Background: an optimization exercise with open tools, aiming at small area, a short achievable clock period and few clock cycles. Do not read the settings as production practice.
RTL that was checked went through simulation tests only; none was proved equivalent to the original.
Power figures rest on the tool's default switching activity, not on a simulated workload.

==> flow/design.v (excerpt) <==
module sdio_host_seq (
    input  wire        clk,
    input  wire        rst,           
    input  wire        gpio_irq,      
    input  wire        req_valid,
    output wire        req_ready,
    input  wire [3:0]  req_op,
    input  wire [31:0] req_arg0,
    input  wire [31:0] req_arg1,
    output wire        rsp_valid,
    output wire [2:0]  rsp_code,
    output reg  [31:0] rsp_value,
    output wire        cmd_valid,
    input  wire        cmd_ready,
    output reg         cmd_kind,      
    output reg  [31:0] cmd_arg,
    output reg         cmd_reg,       
    output wire [31:0] cmd_off,       
    output wire [31:0] cmd_wdata,     
    input  wire        bus_rsp_valid,
    input  wire        bus_rsp_fail,
    input  wire [7:0]  bus_rsp_data,
    input  wire [31:0] bus_rsp_word
);
For scale: ~1200 cells after synthesis, about 88 flip-flops, ~250 I/O pins.
==> flow/config.mk <==
export PLATFORM = sky130hd
export DESIGN_NAME = sdio_host_seq
export DESIGN_NICKNAME = sdio_host_seq
export VERILOG_FILES = /design/flow/design.v
export SDC_FILE = /design/flow/constraint.sdc
export NUM_CORES = 4
export LEC_CHECK = 0
export CAP_MARGIN = 20
export CORE_MARGIN = 2
export CORE_UTILIZATION = 40
export SETUP_SLACK_MARGIN = 4.0
export SLEW_MARGIN = 20
==> flow/constraint.sdc <==
create_clock -name core_clock -period 8.0 [get_ports {clk}]
set_input_delay 1.6000 -clock core_clock [delete_from_list [all_inputs] [get_ports {clk}]]
set_output_delay 1.6000 -clock core_clock [all_outputs]
set_load 0.01 [all_outputs]
standard.sh (not shown) runs the stock make flow with config.mk's settings and CLKGATE_MAP_FILE= SYNTH_SCRIPT=/design/flow/synth_recipe.tcl, a recipe that flattens the netlist after the stock synthesis.
==> flow/flow/run.sh <==
#!/bin/bash
# Standard layout, with the port buffers made from the smallest plain buffer cell.
set -euo pipefail
export BUFFER_PORTS_ARGS="-buffer_cell sky130_fd_sc_hd__buf_1"
bash standard.sh > standard.log 2>&1
Rerun with:
--- a/flow/design.v
+++ b/flow/design.v
@@ -122,13 +122,14 @@
         end
     endfunction
     wire [2:0] xfn   = dir ? 3'd1 : 3'd0;
     wire [16:0] xadr = dir ? 17'd0 : 17'h10F;
     wire [7:0]  clr_a = {a[7:5], h_gpio ? a[4:0] : 5'd0};
     wire [15:0] fa    = fix_addr(op == OP_INIT, k);
-    wire [23:0] wa    = cw ? {8'd0, fa} : a;
+    wire [14:0] ab    = a[23:9] + ((aw == AW_XB) ? {6'd0, nblk} : 15'd0);
+    wire [23:0] wa    = cw ? {8'd0, fa} : {ab, a[8:0]};
     assign cmd_wdata = word;
     assign cmd_off   = {14'd0, (step == T_XB) ? nblk : 9'd0, 9'd0};
     always @(*) begin
         cmd_kind  = 1'b0;
         cmd_reg   = 1'b0;
         case (step)
@@ -327,13 +328,12 @@
                         if (nleft == 7'd0) begin
                             wc <= 1'b0;
                             wf <= 1'b1;
                         end else if (dir) begin
                             step <= T_XB;
                         end else begin
-                            a[23:9] <= a[23:9] + {6'd0, nblk};
                             aw      <= AW_XB;
                             step    <= T_W0;
                         end
                     end
                     T_N1:   step <= T_N2LO;
                     T_N2LO: step <= T_N2HI;
Effect: Global-route usage shrinks by 1.0 points; clock-buffer cell count stays the same; synthesized area came out lower by a few percent; combinational power is lower by about a fifth; wire length decreases by a little under a tenth; design area decreases by a little under a tenth; core utilization falls by 0.73 points; non-clock buffer count went down by 22; die area came out lower by a few percent; synthesized cell count came out lower by a few percent; total power went down by roughly a tenth.
No functional check of the RTL was part of any run of this note.

---

Another version of the RTL of sdio_host_seq (not shown whole).
For scale: ~1100 cells after synthesis, roughly 98 flip-flops.
Settings: LEC_CHECK=0, CAP_MARGIN=20, CORE_MARGIN=2, CORE_UTILIZATION=40, SETUP_SLACK_MARGIN=4.0, SLEW_MARGIN=20; clock period 8.0 ns.
Scripts as last shown in full above: flow/flow/run.sh
Next try:
--- a/flow/design.v
+++ b/flow/design.v
@@ -32,13 +32,13 @@
                      RC_UNSUPPORTED = 3'd3, RC_TOO_MANY = 3'd4, RC_REFUSED = 3'd5;
     localparam [1:0] VAR_UNKNOWN = 2'd0, VAR_A = 2'd1, VAR_B = 2'd2;
     localparam [31:0] CHIP_ID_MASK = 32'hFFFFF000,
                       CHIP_ID_PAT_A = 32'h00100000, CHIP_ID_PAT_B = 32'h00300000;
     localparam [4:0] T_W0     = 5'd0,  T_W1     = 5'd1,  T_W2     = 5'd2,
                      T_SBRD   = 5'd3,  T_SBWR   = 5'd4,  T_REGRD  = 5'd5,
-                     T_REGWR  = 5'd6,  T_X      = 5'd7,   
+                     T_REGWR  = 5'd6,  T_XA     = 5'd7,  T_XB     = 5'd8,
                      T_N1     = 5'd9,  T_N2LO   = 5'd10, T_N2HI   = 5'd11,
                      T_N3     = 5'd12, T_POLL   = 5'd13, T_N5LO   = 5'd14,
                      T_N5HI   = 5'd15, T_N6     = 5'd16, T_C0     = 5'd17,
                      T_C1     = 5'd18, T_FLG    = 5'd19, T_STS    = 5'd20,
                      T_CLA    = 5'd21, T_CLB0   = 5'd22, T_CLB1   = 5'd23,
                      T_RST    = 5'd24;
@@ -130,13 +130,13 @@
     wire [2:0] xfn   = dir ? 3'd1 : 3'd0;
     wire [16:0] xadr = dir ? 17'd0 : 17'h10F;
     wire [7:0]  clr_a = {a[7:5], h_gpio ? a[4:0] : 5'd0};
     wire [15:0] fa    = fix_addr(op == OP_INIT, k);
     wire [23:0] wa    = cw ? {8'd0, fa} : a;
     assign cmd_wdata = word;
-    assign cmd_off   = {14'd0, aw[0] ? nblk : 9'd0, 9'd0};
+    assign cmd_off   = {14'd0, (step == T_XB) ? nblk : 9'd0, 9'd0};
     always @(*) begin
         cmd_kind  = 1'b0;
         cmd_reg   = 1'b0;
         case (step)
             T_W0:    cmd_arg = sb_word(1'b1, 3'd0, 1'b0, 17'h10C, wa[7:0]);
             T_W1:    cmd_arg = sb_word(1'b1, 3'd0, 1'b0, 17'h10D, wa[15:8]);
@@ -150,15 +150,19 @@
             end
             T_REGWR: begin
                 cmd_kind = 1'b1;
                 cmd_reg  = 1'b1;
                 cmd_arg  = blk_word(1'b1, 3'd0, 1'b0, 17'h10F, 9'd4);
             end
-            T_X: begin
+            T_XA: begin
                 cmd_kind = 1'b1;
-                cmd_arg  = blk_word(op[0], xfn, ~aw[0], xadr, aw[0] ? {nleft, 2'b00} : nblk);
+                cmd_arg  = blk_word(op[0], xfn, 1'b1, xadr, nblk);
+            end
+            T_XB: begin
+                cmd_kind = 1'b1;
+                cmd_arg  = blk_word(op[0], xfn, 1'b0, xadr, {nleft, 2'b00});
             end
             T_N1:    cmd_arg = sb_word(1'b1, 3'd0, 1'b0, 17'h100, 8'h80);
             T_N2LO:  cmd_arg = sb_word(1'b1, 3'd0, 1'b0, 17'h010, 8'h00);
             T_N2HI:  cmd_arg = sb_word(1'b1, 3'd0, 1'b0, 17'h011, 8'h02);
             T_N3:    cmd_arg = sb_word(1'b1, 3'd0, 1'b0, 17'h002, 8'h02);
             T_POLL:  cmd_arg = sb_word(1'b0, 3'd0, 1'b0, 17'h003, 8'h00);
@@ -299,16 +303,16 @@
                             AW_XA: begin
                                 if (ovf) begin
                                     wc   <= 1'b0;
                                     wf   <= 1'b1;
                                     code <= RC_TRANSPORT;
                                 end else begin
-                                    step <= T_X;
+                                    step <= T_XA;
                                 end
                             end
-                            default: step <= T_X;
+                            default: step <= T_XB;
                         endcase
                     end
                     T_REGRD: begin
                         if (op == OP_RDREG) begin
                             wc <= 1'b0;
                             wf <= 1'b1;
@@ -329,18 +333,18 @@
                             k    <= r_rmwn[1:0];
                             cw   <= 1'b1;
                             aw   <= AW_REGRD;
                             step <= T_W0;
                         end
                     end
-                    T_X: begin
-                        if (aw[0] || nleft == 7'd0) begin
+                    T_XA: begin
+                        if (nleft == 7'd0) begin
                             wc <= 1'b0;
                             wf <= 1'b1;
                         end else if (dir) begin
-                            aw <= AW_XB;
+                            step <= T_XB;
                         end else begin
                             a[23:9] <= a[23:9] + {6'd0, nblk};
                             aw      <= AW_XB;
                             step    <= T_W0;
                         end
                     end
@@ -430,13 +434,13 @@
                             step <= T_W0;
                             pend <= 1'b1;
                         end else if (q_hasa && q_ovf) begin
                             code <= RC_TRANSPORT;
                             dn   <= 1'b1;
                         end else begin
-                            step <= T_X;
+                            step <= q_hasa ? T_XA : T_XB;
                             pend <= 1'b1;
                         end
                     end
                     OP_STATUS, OP_PEND: begin
                         if (!req_op[3] && h_gpio && h_variant == VAR_UNKNOWN) begin
                             code <= RC_REFUSED;
Effect: Clock skew stays flat; flip-flop and latch count is unchanged; non-clock buffer count went down by 5; clock power went down by 11%; count of clock-buffer cells in the layout goes down by 2; worst setup slack gets better by 0.063 ns; synthesized area drops by 0.93%; synthesized cell count fell by 0.94%; design area came out lower by 0.52%; routed wire length barely changes; critical path depth came out lower by 1.
Testbench counts after the change, summed over its fixed seeds: cycles 13,179.
Function not checked in the first run of this note: the RTL went through the layout flow alone.

---

Another version of the RTL of sdio_host_seq (not shown whole).
Size: roughly 910 cells after synthesis, roughly 0.0073 mm2 of cells after synthesis.
==> flow/config.mk <==
export PLATFORM = sky130hd
export DESIGN_NAME = sdio_host_seq
export DESIGN_NICKNAME = sdio_host_seq
export VERILOG_FILES = /design/flow/design.v
export SDC_FILE = /design/flow/constraint.sdc
export NUM_CORES = 4
export LEC_CHECK = 0
export CAP_MARGIN = 20
export CORE_MARGIN = 2
export CORE_UTILIZATION = 40
export SETUP_SLACK_MARGIN = 4.0
export SLEW_MARGIN = 20
==> flow/constraint.sdc <==
create_clock -name core_clock -period 8.0 [get_ports {clk}]
set_input_delay 1.6000 -clock core_clock [delete_from_list [all_inputs] [get_ports {clk}]]
set_output_delay 1.6000 -clock core_clock [all_outputs]
set_load 0.01 [all_outputs]
==> flow/flow/run.sh <==
#!/bin/bash
# Standard layout with two changes:
#  - the port buffers are made from the smallest plain buffer cell;
#  - the synthesis maps the logic with an area-oriented ABC script (flow/abc_area_deep.script)
#    in place of ORFS's speed script. Everything else in the synthesis is the standard flow's own script
#    (synth_recipe.tcl), so the registers and their names are those of the standard synthesis.
set -euo pipefail
here=$(pwd)
export BUFFER_PORTS_ARGS="-buffer_cell sky130_fd_sc_hd__buf_1"
export MY_ABC_SCRIPT="$here/flow/abc_area_deep.script"
{
  cat <<'EOT'
proc abc {args} {
  set i [lsearch -exact $args -script]
  if {$i >= 0} { lset args [expr {$i + 1}] $::env(MY_ABC_SCRIPT) }
  yosys abc {*}$args
}
EOT
  cat "$here/synth_recipe.tcl"
} > "$here/my_synth.tcl"
sed "s#$here/synth_recipe.tcl#$here/my_synth.tcl#g" standard.sh > my_standard.sh
grep -q my_synth.tcl my_standard.sh
bash my_standard.sh > standard.log 2>&1
==> flow/flow/abc_area_deep.script <==
strash
&get -n
&st
&dc2
&dch -f
&nf -a -R 1000
&st
&dc2
&dch -f
&nf -a -R 1000
&put
The baseline finished clean.
Testbench counts at the start, summed over its fixed seeds: cycles 13,179.
Then changed:
--- a/flow/design.v
+++ b/flow/design.v
@@ -57,17 +57,17 @@
     reg        h_bs_set;     
     reg [1:0]  h_variant;
     reg        h_gpio;
     reg [3:0]  h_nint;
     reg        h_init;
     reg [3:0]  op;
+    reg        rs;           
     reg        dir;          
+    reg        ovf;          
     reg [1:0]  k;            
-    wire       ovf   = k[0];
-    wire [1:0] polls = k;
-    wire       rs    = dir;  
+    reg [1:0]  polls;
     reg [23:0] a;            
     reg [31:0] word;         
     wire [8:0] nblk  = word[17:9];    
     wire [6:0] nleft = word[8:2];     
     wire v    = bus_rsp_valid;
     wire f    = bus_rsp_fail;
@@ -237,13 +237,13 @@
                     CAP_RMW: word       <= rmw_val(k, h_nint, bus_rsp_word);
                     default: ;
                 endcase
                 if (wd && !f) begin
                     case (step)
                         T_POLL: begin
-                            k <= polls + 2'd1;
+                            polls <= polls + 2'd1;
                             if (d[1]) begin
                                 step <= T_N5LO;
                                 pend <= 1'b1;
                             end else if (polls == 2'd2) begin
                                 code <= RC_NOT_READY;
                                 dn   <= 1'b1;
@@ -391,17 +391,17 @@
                 endcase
             end
             if (acc) begin
                 op   <= req_op;
                 a    <= req_arg0[23:0];
                 word <= {q_word, req_arg1[1:0]};
-                k    <= (req_op == OP_SYNC) ? q_rmw0[1:0] : {1'b0, q_xfer & q_ovf};
+                ovf  <= q_ovf;
+                rs   <= req_op[3] | req_arg0[0];               
+                polls <= 2'd0;
                 cw   <= (req_op == OP_INIT) | (req_op == OP_RESUME) | (req_op == OP_SYNC);
-                dir  <= q_xfer ? q_dir_x :
-                        (req_op == OP_INIT || req_op == OP_RESUME) ? (req_op[3] | req_arg0[0]) :
-                        q_dir_reg;
+                dir  <= q_xfer ? q_dir_x : q_dir_reg;
                 aw   <= {q_xfer, q_xfer ? ~q_hasa : (req_op[0] & ~req_op[3])};
                 case (req_op)
                     OP_INIT, OP_RESUME: begin
                         h_init <= 1'b0;
                         step   <= T_N1;
                         pend   <= 1'b1;
@@ -473,12 +473,13 @@
                         end else if (h_variant == VAR_UNKNOWN) begin
                             code <= RC_REFUSED;
                             dn   <= 1'b1;
                         end else begin
                             h_nint <= req_arg0[3:0];
                             if (q_rmw0[2]) begin
+                                k    <= q_rmw0[1:0];
                                 step <= T_W0;
                                 pend <= 1'b1;
                             end else begin
                                 code <= RC_OK;
                                 dn   <= 1'b1;
                             end
=> The changed run finished clean; sequential power came out higher by about 4.6%; routed wire length is higher by about 5%; design area came out higher by 4.2%; setup slack improved by 0.012 ns; die area goes up by about 1.6%; via count increases by about 3%; register-to-register slack hardly moves; worst hold slack degrades by 0.028 ns; synthesized area increases by about 1.6%; cell count rose by 1.6%; global-route usage increases by 1.0 points; fmax rose by about 0.3%; core utilization came out higher by 1.7 points; combinational power goes up by about 3%.
No functional check of the RTL was part of the second run of this note.

==> re-timing with driven ports <==
Ports are ideal in the flow. The routed layouts listed here were re-timed in OpenROAD. Step 1, drivers: a clkbuf_16 drives clk and a buf_2 each remaining input, both assumed. Step 2 moves the port delays by t, midway between the first and last clock arrival at a register: inputs arrive t later, outputs are due t later. That takes back most of the time a late clock gives input paths. Three values: ideal ports, drivers, drivers and shift; two values: the first two.
run	t (ns)	setup WS [ns]	hold slack, ns	pins driven straight from the clock port
the first run of note 1	0.398	3.966 / 3.919 / 3.769	0.508 / 0.508 / 0.508	1
the second run of note 1	0.404	3.635 / 3.589 / 3.781	0.510 / 0.510 / 0.510	1
the first run of note 2	0.399	3.963 / 3.940 / 3.873	0.523 / 0.523 / 0.523	1
the second run of note 2	0.399	4.026 / 4.003 / 3.805	0.501 / 0.501 / 0.501	1
the first run of note 3	0.409	3.975 / 3.955 / 3.678	0.532 / 0.532 / 0.532	1
the second run of note 3	0.402	3.987 / 3.941 / 3.615	0.504 / 0.504 / 0.504	1
After both steps setup and hold are still met in every run listed. For the second run of note 3, which loses most, drivers alone change the setup slack by -0.046 ns; drivers and shift together by -0.372 ns.
